From an optimization exercise on the open Yosys and OpenROAD flow, aimed at small area, a short achievable clock period and few clock cycles; shortcuts taken in it are not production practice.
RTL that was checked went through simulation tests only; none was proved equivalent to the original.
Power figures rest on the tool's default switching activity, not on a simulated workload.

==> run G: inputs <==
==> flow/design.v (excerpt) <==
module crc_memchk (
    input  wire        clk,
    input  wire        rst,            
    input  wire        cmd_valid,
    output wire        cmd_ready,
    input  wire [31:0] cmd_word,
    input  wire [31:0] cmd_addr,
    input  wire [31:0] cmd_len,
    input  wire [31:0] cmd_ref,
    output wire        mem_req,
    output wire        mem_space,      
    output wire [31:0] mem_addr,
    input  wire        mem_gnt,
    input  wire        mem_rvalid,
    input  wire [15:0] mem_rdata,
    output reg         rsp_valid,
    output reg         rsp_err,
    output reg         rsp_mismatch,
    output wire [31:0] rsp_result,
    output reg         crc_fault
);
==> flow/config.mk <==
export PLATFORM = sky130hd
export DESIGN_NAME = crc_memchk
export DESIGN_NICKNAME = crc_memchk
export VERILOG_FILES = /design/flow/design.v
export SDC_FILE = /design/flow/constraint.sdc
export NUM_CORES = 4
export LEC_CHECK = 0
export CAP_MARGIN = 20
export CORE_MARGIN = 2
export CORE_UTILIZATION = 40
export PLACE_DENSITY = 0.6
export SETUP_SLACK_MARGIN = 3.6
export SLEW_MARGIN = 20
==> flow/constraint.sdc <==
create_clock -name core_clock -period 6.0 [get_ports {clk}]
set_input_delay 1.2000 -clock core_clock [delete_from_list [all_inputs] [get_ports {clk}]]
set_output_delay 1.2000 -clock core_clock [all_outputs]
set_load 0.01 [all_outputs]
standard.sh (not shown) runs the stock make flow with config.mk's settings and CLKGATE_MAP_FILE= SYNTH_SCRIPT=/design/flow/synth_recipe.tcl, a recipe that flattens the netlist after the stock synthesis.
==> flow/flow/run.sh <==
#!/bin/bash
# The standard layout, with every port buffered by the smallest buffer
# (sky130_fd_sc_hd__buf_1) instead of the delay cell the default picks;
# the repair steps resize these buffers where timing needs it.
set -euo pipefail
export BUFFER_PORTS_ARGS="-buffer_cell sky130_fd_sc_hd__buf_1"
bash standard.sh > standard.log 2>&1
==> inputs of run H, as changes to run G <==
--- a/flow/design.v
+++ b/flow/design.v
@@ -44,23 +44,55 @@
     assign mem_addr   = {16'd0, a};
     assign rsp_result = q;
     wire [7:0] op       = cmd_word[7:0];
     wire       op_known = (op == 8'h01) || (op == 8'h02) ||
                           (op == 8'h11) || (op == 8'h12);
     wire       in_ok    = op_known && (cmd_word[31:9] == 23'd0) &&
                           (cmd_addr[31:16] == 16'd0) && (cmd_len[31:16] == 16'd0);
-    wire [16:0] c_end    = {1'b0, a} + {1'b0, n};
-    wire        range_ok = sp ? (c_end <= 17'h00800)
-                              : (!a[0] && !n[0] && (c_end <= 17'h08000));
+    wire [15:0] rg = a & n;             
+    wire [15:0] rp = a | n;             
+    wire [15:0] rx = a ^ n;
+    wire [15:0] zb = rx ^ {rp[14:0], 1'b0};    
+    wire [3:0]  grp_g, grp_p;
+    genvar gi;
+    generate
+        for (gi = 0; gi < 4; gi = gi + 1) begin : g_grp
+            assign grp_g[gi] = rg[4*gi+3] | (rp[4*gi+3] & rg[4*gi+2]) |
+                               (rp[4*gi+3] & rp[4*gi+2] & rg[4*gi+1]) |
+                               (rp[4*gi+3] & rp[4*gi+2] & rp[4*gi+1] & rg[4*gi]);
+            assign grp_p[gi] = &rp[4*gi+3:4*gi];
+        end
+    endgenerate
+    wire        c8     = grp_g[1] | (grp_p[1] & grp_g[0]);
+    wire        c11    = rg[10] | (rp[10] & rg[9]) | (rp[10] & rp[9] & rg[8]) |
+                         (rp[10] & rp[9] & rp[8] & c8);
+    wire        c12    = grp_g[2] | (grp_p[2] & c8);
+    wire        c15    = rg[14] | (rp[14] & rg[13]) | (rp[14] & rp[13] & rg[12]) |
+                         (rp[14] & rp[13] & rp[12] & c12);
+    wire        nvd_ok  = !(|a[15:12]) && !(|n[15:12]) &&
+                          ((!a[11] && !n[11] && (!c11 || !(|zb[10:0]))) ||
+                           ((a[11] ^ n[11]) && !(|rp[10:0])));
+    wire        code_ok = ((!a[15] && !n[15] && (!c15 || !(|zb[14:0]))) ||
+                           ((a[15] ^ n[15]) && !(|rp[14:0]))) && !a[0] && !n[0];
+    wire        range_ok = sp ? nvd_ok : code_ok;
     wire        cmd_ok   = hdr_ok && range_ok;
-    wire [15:0] words    = sp ? n : {1'b0, n[15:1]};
     wire        nonempty = (n != 16'd0);
     wire       grant   = req && mem_gnt;
-    wire       n_one   = (n == 16'd1);
-    wire       rd_next = go_ph ? (ok_q && ne_q) : (rd && !(grant && n_one));
+    wire       n_last  = !(|n[15:2]) && (sp ? (!n[1] && n[0]) : n[1]);
+    reg  [15:0] a_inc, n_dec;
+    integer     bi;
+    always @* begin
+        a_inc[0] = a[0] ^ sp;
+        n_dec[0] = n[0] ^ sp;
+        for (bi = 1; bi < 16; bi = bi + 1) begin
+            a_inc[bi] = a[bi] ^ ((&(a[14:0] | ({15{1'b1}} << bi) | 15'd1)) && (!sp || a[0]));
+            n_dec[bi] = n[bi] ^ (!(|(n[14:0] & ~({15{1'b1}} << bi) & ~15'd1)) && (!sp || !n[0]));
+        end
+    end
+    wire       rd_next = go_ph ? (ok_q && ne_q) : (rd && !(grant && n_last));
     wire [1:0] infl_next = infl + {1'b0, grant} - {1'b0, mem_rvalid};
     wire [15:0] w32in = {d_hi, d_lo};
     wire [15:0] w16in = {d_lo, d_hi};
     wire [31:0] c32_raw;
     wire [15:0] c16_raw;
     wire c32_t0 = q[6] ^ w32in[6];
     wire c32_t1 = q[7] ^ w32in[7];
@@ -302,29 +334,30 @@
     always @(posedge clk) begin
         if (chk_ph) begin
             d_hi <= 8'd0;
         end else if (mem_rvalid) begin
             d_hi <= sp ? mem_rdata[7:0] : mem_rdata[15:8];
             d_lo <= sp ? d_hi : mem_rdata[7:0];
         end
-        if (idle) begin
+        if (!(chk_ph || go_ph || rd)) begin
             a       <= cmd_addr[15:0];
             n       <= cmd_len[15:0];
+        end else if (grant) begin
+            a <= a_inc;
+            n <= n_dec;
+        end
+        if (idle) begin
             ref_val <= cmd_ref;
             sp      <= cmd_word[8];
             w32     <= cmd_word[1];
             chk     <= cmd_word[4];
             hdr_ok  <= in_ok;
         end else if (chk_ph) begin
-            n <= words;
             ok_q <= cmd_ok;
             ne_q <= nonempty;
-        end else if (grant) begin
-            a <= a + (sp ? 16'd1 : 16'd2);
-            n <= n - 16'd1;
         end
         if (chk_ph)
             q <= (w32 && sp && n[0]) ? Q32_ODD : 32'd0;
         else if (dv)
             q <= q_next;
         if (rst) begin
             idle         <= 1'b1;
CORE_UTILIZATION = 60   (was 40)
CTS_BUF_LIST = sky130_fd_sc_hd__clkbuf_8   (was unset)
PLACE_DENSITY = 0.75   (was 0.6)
==> qor summary <==
metric                                                                                 run G                      run H
Sequential Power Share                                                                 21.4%                      23.4%
Pin count of the biggest net entering global routing                                      70                         62
Post-CTS Setup Inserts                                                                    14                         19
Final layout net count                                                                  1284                       1205
Routed via count                                                                        7223                       6740
Core Area                                                                        22500 sq um                14400 sq um
Mapped Avg Cell Area                                                              10.5 sq um                 11.2 sq um
Data arrival time of the critical path                                               2880 ps                    2780 ps
Multi-input gates                                                                        689                        584
GR met1 Demand/Resource                                                                27.3%                      40.0%
Root buffer cell                                                  sky130_fd_sc_hd__clkbuf_16  sky130_fd_sc_hd__clkbuf_8
Non-clock buffer total of the final layout                                               253                        238
Max Clk Rate                                                                         385 MHz                    408 MHz
Total standard cell area after synthesis                                          9090 sq um                 8800 sq um
Outcome                                                             timing/DRC/antenna clean   timing/DRC/antenna clean
Flop+latch power                                                                     1.71 mW                    1.69 mW
Number of DRC markers after the initial detailed-route iteration                         363                        531
Minimum clock period after layout                                                    2600 ps                    2450 ps
Number of iterations in the first detailed-routing pass                                    4                          5
Function was not checked in any run of this note: the RTL went through the layout flow alone.


==> 09-08: inputs <==
crc_memchk again, from the RTL that the note above started with.
## crc_memchk
module crc_memchk (
    input  wire        clk,
    input  wire        rst,            
    input  wire        cmd_valid,
    output wire        cmd_ready,
    input  wire [31:0] cmd_word,
    input  wire [31:0] cmd_addr,
    input  wire [31:0] cmd_len,
    input  wire [31:0] cmd_ref,
    output wire        mem_req,
    output wire        mem_space,      
    output wire [31:0] mem_addr,
    input  wire        mem_gnt,
    input  wire        mem_rvalid,
    input  wire [15:0] mem_rdata,
    output reg         rsp_valid,
    output reg         rsp_err,
    output reg         rsp_mismatch,
    output wire [31:0] rsp_result,
    output reg         crc_fault
);
clock: 6.0 ns
lec_check: 0
cap_margin: 20
core_margin: 2
core_utilization: 40
place_density: 0.6
setup_slack_margin: 3.6
slew_margin: 20
run.sh (not shown) runs the stock make flow with config.mk's settings and CLKGATE_MAP_FILE= SYNTH_SCRIPT=/design/flow/synth_recipe.tcl, a recipe that flattens the netlist after the stock synthesis.
Stock flow here: none of the scripts above is used.
==> 06-01 (differences from 09-08) <==
--- a/flow/design.v
+++ b/flow/design.v
@@ -44,23 +44,55 @@
     assign mem_addr   = {16'd0, a};
     assign rsp_result = q;
     wire [7:0] op       = cmd_word[7:0];
     wire       op_known = (op == 8'h01) || (op == 8'h02) ||
                           (op == 8'h11) || (op == 8'h12);
     wire       in_ok    = op_known && (cmd_word[31:9] == 23'd0) &&
                           (cmd_addr[31:16] == 16'd0) && (cmd_len[31:16] == 16'd0);
-    wire [16:0] c_end    = {1'b0, a} + {1'b0, n};
-    wire        range_ok = sp ? (c_end <= 17'h00800)
-                              : (!a[0] && !n[0] && (c_end <= 17'h08000));
+    wire [15:0] rg = a & n;             
+    wire [15:0] rp = a | n;             
+    wire [15:0] rx = a ^ n;
+    wire [15:0] zb = rx ^ {rp[14:0], 1'b0};    
+    wire [3:0]  grp_g, grp_p;
+    genvar gi;
+    generate
+        for (gi = 0; gi < 4; gi = gi + 1) begin : g_grp
+            assign grp_g[gi] = rg[4*gi+3] | (rp[4*gi+3] & rg[4*gi+2]) |
+                               (rp[4*gi+3] & rp[4*gi+2] & rg[4*gi+1]) |
+                               (rp[4*gi+3] & rp[4*gi+2] & rp[4*gi+1] & rg[4*gi]);
+            assign grp_p[gi] = &rp[4*gi+3:4*gi];
+        end
+    endgenerate
+    wire        c8     = grp_g[1] | (grp_p[1] & grp_g[0]);
+    wire        c11    = rg[10] | (rp[10] & rg[9]) | (rp[10] & rp[9] & rg[8]) |
+                         (rp[10] & rp[9] & rp[8] & c8);
+    wire        c12    = grp_g[2] | (grp_p[2] & c8);
+    wire        c15    = rg[14] | (rp[14] & rg[13]) | (rp[14] & rp[13] & rg[12]) |
+                         (rp[14] & rp[13] & rp[12] & c12);
+    wire        nvd_ok  = !(|a[15:12]) && !(|n[15:12]) &&
+                          ((!a[11] && !n[11] && (!c11 || !(|zb[10:0]))) ||
+                           ((a[11] ^ n[11]) && !(|rp[10:0])));
+    wire        code_ok = ((!a[15] && !n[15] && (!c15 || !(|zb[14:0]))) ||
+                           ((a[15] ^ n[15]) && !(|rp[14:0]))) && !a[0] && !n[0];
+    wire        range_ok = sp ? nvd_ok : code_ok;
     wire        cmd_ok   = hdr_ok && range_ok;
-    wire [15:0] words    = sp ? n : {1'b0, n[15:1]};
     wire        nonempty = (n != 16'd0);
     wire       grant   = req && mem_gnt;
-    wire       n_one   = (n == 16'd1);
-    wire       rd_next = go_ph ? (ok_q && ne_q) : (rd && !(grant && n_one));
+    wire       n_last  = !(|n[15:2]) && (sp ? (!n[1] && n[0]) : n[1]);
+    reg  [15:0] a_inc, n_dec;
+    integer     bi;
+    always @* begin
+        a_inc[0] = a[0] ^ sp;
+        n_dec[0] = n[0] ^ sp;
+        for (bi = 1; bi < 16; bi = bi + 1) begin
+            a_inc[bi] = a[bi] ^ ((&(a[14:0] | ({15{1'b1}} << bi) | 15'd1)) && (!sp || a[0]));
+            n_dec[bi] = n[bi] ^ (!(|(n[14:0] & ~({15{1'b1}} << bi) & ~15'd1)) && (!sp || !n[0]));
+        end
+    end
+    wire       rd_next = go_ph ? (ok_q && ne_q) : (rd && !(grant && n_last));
     wire [1:0] infl_next = infl + {1'b0, grant} - {1'b0, mem_rvalid};
     wire [15:0] w32in = {d_hi, d_lo};
     wire [15:0] w16in = {d_lo, d_hi};
     wire [31:0] c32_raw;
     wire [15:0] c16_raw;
     wire c32_t0 = q[6] ^ w32in[6];
     wire c32_t1 = q[7] ^ w32in[7];
@@ -311,20 +343,19 @@
             n       <= cmd_len[15:0];
             ref_val <= cmd_ref;
             sp      <= cmd_word[8];
             w32     <= cmd_word[1];
             chk     <= cmd_word[4];
             hdr_ok  <= in_ok;
         end else if (chk_ph) begin
-            n <= words;
             ok_q <= cmd_ok;
             ne_q <= nonempty;
         end else if (grant) begin
-            a <= a + (sp ? 16'd1 : 16'd2);
-            n <= n - 16'd1;
+            a <= a_inc;
+            n <= n_dec;
         end
         if (chk_ph)
             q <= (w32 && sp && n[0]) ? Q32_ODD : 32'd0;
         else if (dv)
             q <= q_next;
         if (rst) begin
             idle         <= 1'b1;
==> flow/flow/run.sh (new file) <==
#!/bin/bash
# The standard layout, with every port buffered by the smallest buffer
# (sky130_fd_sc_hd__buf_1) instead of the delay cell the default picks;
# the repair steps resize these buffers where timing needs it.
set -euo pipefail
export BUFFER_PORTS_ARGS="-buffer_cell sky130_fd_sc_hd__buf_1"
bash standard.sh > standard.log 2>&1
==> flow/standard.sh (new file) <==
#!/bin/bash
# synth_recipe.tcl (not shown) runs the flow's synth.tcl, then flattens the netlist and writes it again
# the make line also repeats each setting of config.mk as NAME=value (left out here)
make -C /OpenROAD-flow-scripts/flow DESIGN_CONFIG=/design/flow/config.mk WORK_HOME=/design/flow/orfs CLKGATE_MAP_FILE= SYNTH_SCRIPT=/design/flow/synth_recipe.tcl "${@:-finish}"
==> flow/config.mk (replaced) <==
export PLATFORM = sky130hd
export DESIGN_NAME = crc_memchk
export DESIGN_NICKNAME = crc_memchk
export VERILOG_FILES = /design/flow/design.v
export SDC_FILE = /design/flow/constraint.sdc
export NUM_CORES = 4
export LEC_CHECK = 0
export CAP_MARGIN = 20
export CORE_MARGIN = 2
export CORE_UTILIZATION = 60
export CTS_BUF_LIST = sky130_fd_sc_hd__clkbuf_8
export PLACE_DENSITY = 0.75
export SETUP_SLACK_MARGIN = 3.7
export SLEW_MARGIN = 20
removed: flow/run.sh
==> 11-26 (differences from 09-08) <==
--- a/flow/design.v
+++ b/flow/design.v
@@ -44,23 +44,55 @@
     assign mem_addr   = {16'd0, a};
     assign rsp_result = q;
     wire [7:0] op       = cmd_word[7:0];
     wire       op_known = (op == 8'h01) || (op == 8'h02) ||
                           (op == 8'h11) || (op == 8'h12);
     wire       in_ok    = op_known && (cmd_word[31:9] == 23'd0) &&
                           (cmd_addr[31:16] == 16'd0) && (cmd_len[31:16] == 16'd0);
-    wire [16:0] c_end    = {1'b0, a} + {1'b0, n};
-    wire        range_ok = sp ? (c_end <= 17'h00800)
-                              : (!a[0] && !n[0] && (c_end <= 17'h08000));
+    wire [15:0] rg = a & n;             
+    wire [15:0] rp = a | n;             
+    wire [15:0] rx = a ^ n;
+    wire [15:0] zb = rx ^ {rp[14:0], 1'b0};    
+    wire [3:0]  grp_g, grp_p;
+    genvar gi;
+    generate
+        for (gi = 0; gi < 4; gi = gi + 1) begin : g_grp
+            assign grp_g[gi] = rg[4*gi+3] | (rp[4*gi+3] & rg[4*gi+2]) |
+                               (rp[4*gi+3] & rp[4*gi+2] & rg[4*gi+1]) |
+                               (rp[4*gi+3] & rp[4*gi+2] & rp[4*gi+1] & rg[4*gi]);
+            assign grp_p[gi] = &rp[4*gi+3:4*gi];
+        end
+    endgenerate
+    wire        c8     = grp_g[1] | (grp_p[1] & grp_g[0]);
+    wire        c11    = rg[10] | (rp[10] & rg[9]) | (rp[10] & rp[9] & rg[8]) |
+                         (rp[10] & rp[9] & rp[8] & c8);
+    wire        c12    = grp_g[2] | (grp_p[2] & c8);
+    wire        c15    = rg[14] | (rp[14] & rg[13]) | (rp[14] & rp[13] & rg[12]) |
+                         (rp[14] & rp[13] & rp[12] & c12);
+    wire        nvd_ok  = !(|a[15:12]) && !(|n[15:12]) &&
+                          ((!a[11] && !n[11] && (!c11 || !(|zb[10:0]))) ||
+                           ((a[11] ^ n[11]) && !(|rp[10:0])));
+    wire        code_ok = ((!a[15] && !n[15] && (!c15 || !(|zb[14:0]))) ||
+                           ((a[15] ^ n[15]) && !(|rp[14:0]))) && !a[0] && !n[0];
+    wire        range_ok = sp ? nvd_ok : code_ok;
     wire        cmd_ok   = hdr_ok && range_ok;
-    wire [15:0] words    = sp ? n : {1'b0, n[15:1]};
     wire        nonempty = (n != 16'd0);
     wire       grant   = req && mem_gnt;
-    wire       n_one   = (n == 16'd1);
-    wire       rd_next = go_ph ? (ok_q && ne_q) : (rd && !(grant && n_one));
+    wire       n_last  = !(|n[15:2]) && (sp ? (!n[1] && n[0]) : n[1]);
+    reg  [15:0] a_inc, n_dec;
+    integer     bi;
+    always @* begin
+        a_inc[0] = a[0] ^ sp;
+        n_dec[0] = n[0] ^ sp;
+        for (bi = 1; bi < 16; bi = bi + 1) begin
+            a_inc[bi] = a[bi] ^ ((&(a[14:0] | ({15{1'b1}} << bi) | 15'd1)) && (!sp || a[0]));
+            n_dec[bi] = n[bi] ^ (!(|(n[14:0] & ~({15{1'b1}} << bi) & ~15'd1)) && (!sp || !n[0]));
+        end
+    end
+    wire       rd_next = go_ph ? (ok_q && ne_q) : (rd && !(grant && n_last));
     wire [1:0] infl_next = infl + {1'b0, grant} - {1'b0, mem_rvalid};
     wire [15:0] w32in = {d_hi, d_lo};
     wire [15:0] w16in = {d_lo, d_hi};
     wire [31:0] c32_raw;
     wire [15:0] c16_raw;
     wire c32_t0 = q[6] ^ w32in[6];
     wire c32_t1 = q[7] ^ w32in[7];
@@ -311,20 +343,19 @@
             n       <= cmd_len[15:0];
             ref_val <= cmd_ref;
             sp      <= cmd_word[8];
             w32     <= cmd_word[1];
             chk     <= cmd_word[4];
             hdr_ok  <= in_ok;
         end else if (chk_ph) begin
-            n <= words;
             ok_q <= cmd_ok;
             ne_q <= nonempty;
         end else if (grant) begin
-            a <= a + (sp ? 16'd1 : 16'd2);
-            n <= n - 16'd1;
+            a <= a_inc;
+            n <= n_dec;
         end
         if (chk_ph)
             q <= (w32 && sp && n[0]) ? Q32_ODD : 32'd0;
         else if (dv)
             q <= q_next;
         if (rst) begin
             idle         <= 1'b1;
==> flow/flow/run.sh (new file) <==
#!/bin/bash
# The standard layout, with every port buffered by the smallest buffer
# (sky130_fd_sc_hd__buf_1) instead of the delay cell the default picks;
# the repair steps resize these buffers where timing needs it.
set -euo pipefail
export BUFFER_PORTS_ARGS="-buffer_cell sky130_fd_sc_hd__buf_1"
bash standard.sh > standard.log 2>&1
==> flow/standard.sh (new file) <==
#!/bin/bash
# synth_recipe.tcl (not shown) runs the flow's synth.tcl, then flattens the netlist and writes it again
# the make line also repeats each setting of config.mk as NAME=value (left out here)
make -C /OpenROAD-flow-scripts/flow DESIGN_CONFIG=/design/flow/config.mk WORK_HOME=/design/flow/orfs CLKGATE_MAP_FILE= SYNTH_SCRIPT=/design/flow/synth_recipe.tcl "${@:-finish}"
==> flow/config.mk (replaced) <==
export PLATFORM = sky130hd
export DESIGN_NAME = crc_memchk
export DESIGN_NICKNAME = crc_memchk
export VERILOG_FILES = /design/flow/design.v
export SDC_FILE = /design/flow/constraint.sdc
export NUM_CORES = 4
export LEC_CHECK = 0
export CAP_MARGIN = 20
export CORE_MARGIN = 2
export CORE_UTILIZATION = 60
export CTS_BUF_LIST = sky130_fd_sc_hd__clkbuf_8
export CTS_CLUSTER_DIAMETER = 150
export CTS_CLUSTER_SIZE = 50
export PLACE_DENSITY = 0.75
export SETUP_SLACK_MARGIN = 3.6
export SLEW_MARGIN = 20
removed: flow/run.sh
==> 11-07 (differences from 09-08) <==
--- a/flow/design.v
+++ b/flow/design.v
@@ -44,23 +44,55 @@
     assign mem_addr   = {16'd0, a};
     assign rsp_result = q;
     wire [7:0] op       = cmd_word[7:0];
     wire       op_known = (op == 8'h01) || (op == 8'h02) ||
                           (op == 8'h11) || (op == 8'h12);
     wire       in_ok    = op_known && (cmd_word[31:9] == 23'd0) &&
                           (cmd_addr[31:16] == 16'd0) && (cmd_len[31:16] == 16'd0);
-    wire [16:0] c_end    = {1'b0, a} + {1'b0, n};
-    wire        range_ok = sp ? (c_end <= 17'h00800)
-                              : (!a[0] && !n[0] && (c_end <= 17'h08000));
+    wire [15:0] rg = a & n;             
+    wire [15:0] rp = a | n;             
+    wire [15:0] rx = a ^ n;
+    wire [15:0] zb = rx ^ {rp[14:0], 1'b0};    
+    wire [3:0]  grp_g, grp_p;
+    genvar gi;
+    generate
+        for (gi = 0; gi < 4; gi = gi + 1) begin : g_grp
+            assign grp_g[gi] = rg[4*gi+3] | (rp[4*gi+3] & rg[4*gi+2]) |
+                               (rp[4*gi+3] & rp[4*gi+2] & rg[4*gi+1]) |
+                               (rp[4*gi+3] & rp[4*gi+2] & rp[4*gi+1] & rg[4*gi]);
+            assign grp_p[gi] = &rp[4*gi+3:4*gi];
+        end
+    endgenerate
+    wire        c8     = grp_g[1] | (grp_p[1] & grp_g[0]);
+    wire        c11    = rg[10] | (rp[10] & rg[9]) | (rp[10] & rp[9] & rg[8]) |
+                         (rp[10] & rp[9] & rp[8] & c8);
+    wire        c12    = grp_g[2] | (grp_p[2] & c8);
+    wire        c15    = rg[14] | (rp[14] & rg[13]) | (rp[14] & rp[13] & rg[12]) |
+                         (rp[14] & rp[13] & rp[12] & c12);
+    wire        nvd_ok  = !(|a[15:12]) && !(|n[15:12]) &&
+                          ((!a[11] && !n[11] && (!c11 || !(|zb[10:0]))) ||
+                           ((a[11] ^ n[11]) && !(|rp[10:0])));
+    wire        code_ok = ((!a[15] && !n[15] && (!c15 || !(|zb[14:0]))) ||
+                           ((a[15] ^ n[15]) && !(|rp[14:0]))) && !a[0] && !n[0];
+    wire        range_ok = sp ? nvd_ok : code_ok;
     wire        cmd_ok   = hdr_ok && range_ok;
-    wire [15:0] words    = sp ? n : {1'b0, n[15:1]};
     wire        nonempty = (n != 16'd0);
     wire       grant   = req && mem_gnt;
-    wire       n_one   = (n == 16'd1);
-    wire       rd_next = go_ph ? (ok_q && ne_q) : (rd && !(grant && n_one));
+    wire       n_last  = !(|n[15:2]) && (sp ? (!n[1] && n[0]) : n[1]);
+    reg  [15:0] a_inc, n_dec;
+    integer     bi;
+    always @* begin
+        a_inc[0] = a[0] ^ sp;
+        n_dec[0] = n[0] ^ sp;
+        for (bi = 1; bi < 16; bi = bi + 1) begin
+            a_inc[bi] = a[bi] ^ ((&(a[14:0] | ({15{1'b1}} << bi) | 15'd1)) && (!sp || a[0]));
+            n_dec[bi] = n[bi] ^ (!(|(n[14:0] & ~({15{1'b1}} << bi) & ~15'd1)) && (!sp || !n[0]));
+        end
+    end
+    wire       rd_next = go_ph ? (ok_q && ne_q) : (rd && !(grant && n_last));
     wire [1:0] infl_next = infl + {1'b0, grant} - {1'b0, mem_rvalid};
     wire [15:0] w32in = {d_hi, d_lo};
     wire [15:0] w16in = {d_lo, d_hi};
     wire [31:0] c32_raw;
     wire [15:0] c16_raw;
     wire c32_t0 = q[6] ^ w32in[6];
     wire c32_t1 = q[7] ^ w32in[7];
@@ -311,20 +343,19 @@
             n       <= cmd_len[15:0];
             ref_val <= cmd_ref;
             sp      <= cmd_word[8];
             w32     <= cmd_word[1];
             chk     <= cmd_word[4];
             hdr_ok  <= in_ok;
         end else if (chk_ph) begin
-            n <= words;
             ok_q <= cmd_ok;
             ne_q <= nonempty;
         end else if (grant) begin
-            a <= a + (sp ? 16'd1 : 16'd2);
-            n <= n - 16'd1;
+            a <= a_inc;
+            n <= n_dec;
         end
         if (chk_ph)
             q <= (w32 && sp && n[0]) ? Q32_ODD : 32'd0;
         else if (dv)
             q <= q_next;
         if (rst) begin
             idle         <= 1'b1;
==> flow/flow/run.sh (new file) <==
#!/bin/bash
# The standard layout, with every port buffered by the smallest buffer
# (sky130_fd_sc_hd__buf_1) instead of the delay cell the default picks;
# the repair steps resize these buffers where timing needs it.
set -euo pipefail
export BUFFER_PORTS_ARGS="-buffer_cell sky130_fd_sc_hd__buf_1"
bash standard.sh > standard.log 2>&1
==> flow/standard.sh (new file) <==
#!/bin/bash
# synth_recipe.tcl (not shown) runs the flow's synth.tcl, then flattens the netlist and writes it again
# the make line also repeats each setting of config.mk as NAME=value (left out here)
make -C /OpenROAD-flow-scripts/flow DESIGN_CONFIG=/design/flow/config.mk WORK_HOME=/design/flow/orfs CLKGATE_MAP_FILE= SYNTH_SCRIPT=/design/flow/synth_recipe.tcl "${@:-finish}"
==> flow/config.mk (replaced) <==
export PLATFORM = sky130hd
export DESIGN_NAME = crc_memchk
export DESIGN_NICKNAME = crc_memchk
export VERILOG_FILES = /design/flow/design.v
export SDC_FILE = /design/flow/constraint.sdc
export NUM_CORES = 4
export LEC_CHECK = 0
export CAP_MARGIN = 20
export CORE_MARGIN = 2
export CORE_UTILIZATION = 75
export CTS_BUF_LIST = sky130_fd_sc_hd__clkbuf_8
export PLACE_DENSITY = 0.85
export SETUP_SLACK_MARGIN = 3.6
export SLEW_MARGIN = 20
removed: flow/run.sh
==> impl_results.md <==
- Vias post-DR: 7085
- Simple-gate area share of the yosys netlist: 10.1%
- Switch share: 43.4%
- Leading cell type in the layout, fill and taps excluded: sky130_fd_sc_hd__buf_1
- Crit end category: register
- Detailed Place HPWL: 16200 um
- Placement row count: 43
- Placed Area: 9620 sq um
- Final routed wire length divided by cell count: 18.7 um
- CP arrival: 2.58 ns
- Result of the run: timing/DRC/antenna clean
(the above is from 06-01)
==> impl_results.md <==
- CP arrival: 1.22 ns
- Switch share: 43.7%
- Most repeated cell in the gate-level netlist after synthesis: sky130_fd_sc_hd__xnor2_1
- Vias post-DR: 6812
- Crit end category: output port
- Detailed Place HPWL: 16400 um
- Placement row count: 43
- Leading cell type in the layout, fill and taps excluded: sky130_fd_sc_hd__buf_1
- Result of the run: timing/DRC/antenna clean
- RSZ-0062 raised after global routing: true
- Placed Area: 9620 sq um
- Final routed wire length divided by cell count: 18.1 um
(the above is from 11-26)
==> impl_results.md <==
- Result of the run: timing/DRC/antenna clean
- Detailed Place HPWL: 19400 um
- Placement row count: 55
- CP arrival: 2.86 ns
- Placed Area: 11400 sq um
- Leading cell type in the layout, fill and taps excluded: sky130_fd_sc_hd__xnor2_1
- Simple-gate area share of the yosys netlist: 12.3%
- Crit end category: register
- Switch share: 42.3%
- Final routed wire length divided by cell count: 19.0 um
- Post-route met1 wirelength: 12500 um
- Vias post-DR: 7496
(the above is from 09-08)
==> impl_results.md <==
- Result of the run: aborted with a tool error
- Last stage: 5_1_grt
- Error that ended the run: [ERROR GRT-0232] Routing congestion too high. Check the congestion heatmap in the GUI.
- Buffers inserted by post-CTS timing repair: 10
- Synthesized-area fraction occupied by xor and xnor cells: 27.9%
- Arithmetic-cell share of the synthesized area counting full adders, half adders and majority gates: 5.33%
- Number of buffers created by CTS: 17
- Simple-gate area share of the yosys netlist: 10.1%
- Detailed Place HPWL: 17600 um
- Placed Area: 9570 sq um
- Placement row count: 39
- Worst endpoint type: register data pin
- Antenna violations before repair: 3
(the above is from 11-07)
Testbench counts of 06-01, summed over its fixed seeds: cycles 52,207.
Testbench counts of 11-26, summed over its fixed seeds: cycles 52,207.
Testbench counts of 11-07, summed over its fixed seeds: cycles 52,207.
The RTL of 09-08 was laid out without a check of its function.

## separate check: timing with driven ports
How much do the figures lean on ideal ports? The routed layouts below were timed once more, with nothing changed but the port constraints.
Step 1 (the two cells are an assumption about what drives the block):
set clk [get_ports {clk}]
set_driving_cell -lib_cell sky130_fd_sc_hd__clkbuf_16 $clk
set_driving_cell -lib_cell sky130_fd_sc_hd__buf_2 [delete_from_list [all_inputs] $clk]
Step 2 times the ports against the registers' clock, not the clock port: input delays grow and output delays shrink by t, the midpoint of the rising clock arrivals with the driver on.
Three values: no drivers, after step 1, after step 2; two values: the first two.
run	t, ns	setup WS [ns]	clock arrival spread, ns	slew at the worst register clock pin (ns)
run G	0.479	3.401 / 3.401 / 3.274	0.013 / 0.013	0.07 / 0.07
run H	0.494	3.549 / 3.527 / 3.220	0.012 / 0.012	0.09 / 0.09
09-08	0.473	3.417 / 3.417 / 3.327	0.010 / 0.010	0.07 / 0.07
06-01	0.488	3.591 / 3.575 / 3.282	0.014 / 0.014	0.08 / 0.08
11-26	0.504	3.576 / 3.533 / 3.224	0.012 / 0.012	0.08 / 0.08
After both steps setup and hold are still met in every run listed. For 11-26, which loses most, drivers alone change the setup slack by -0.043 ns; drivers and shift together by -0.352 ns.
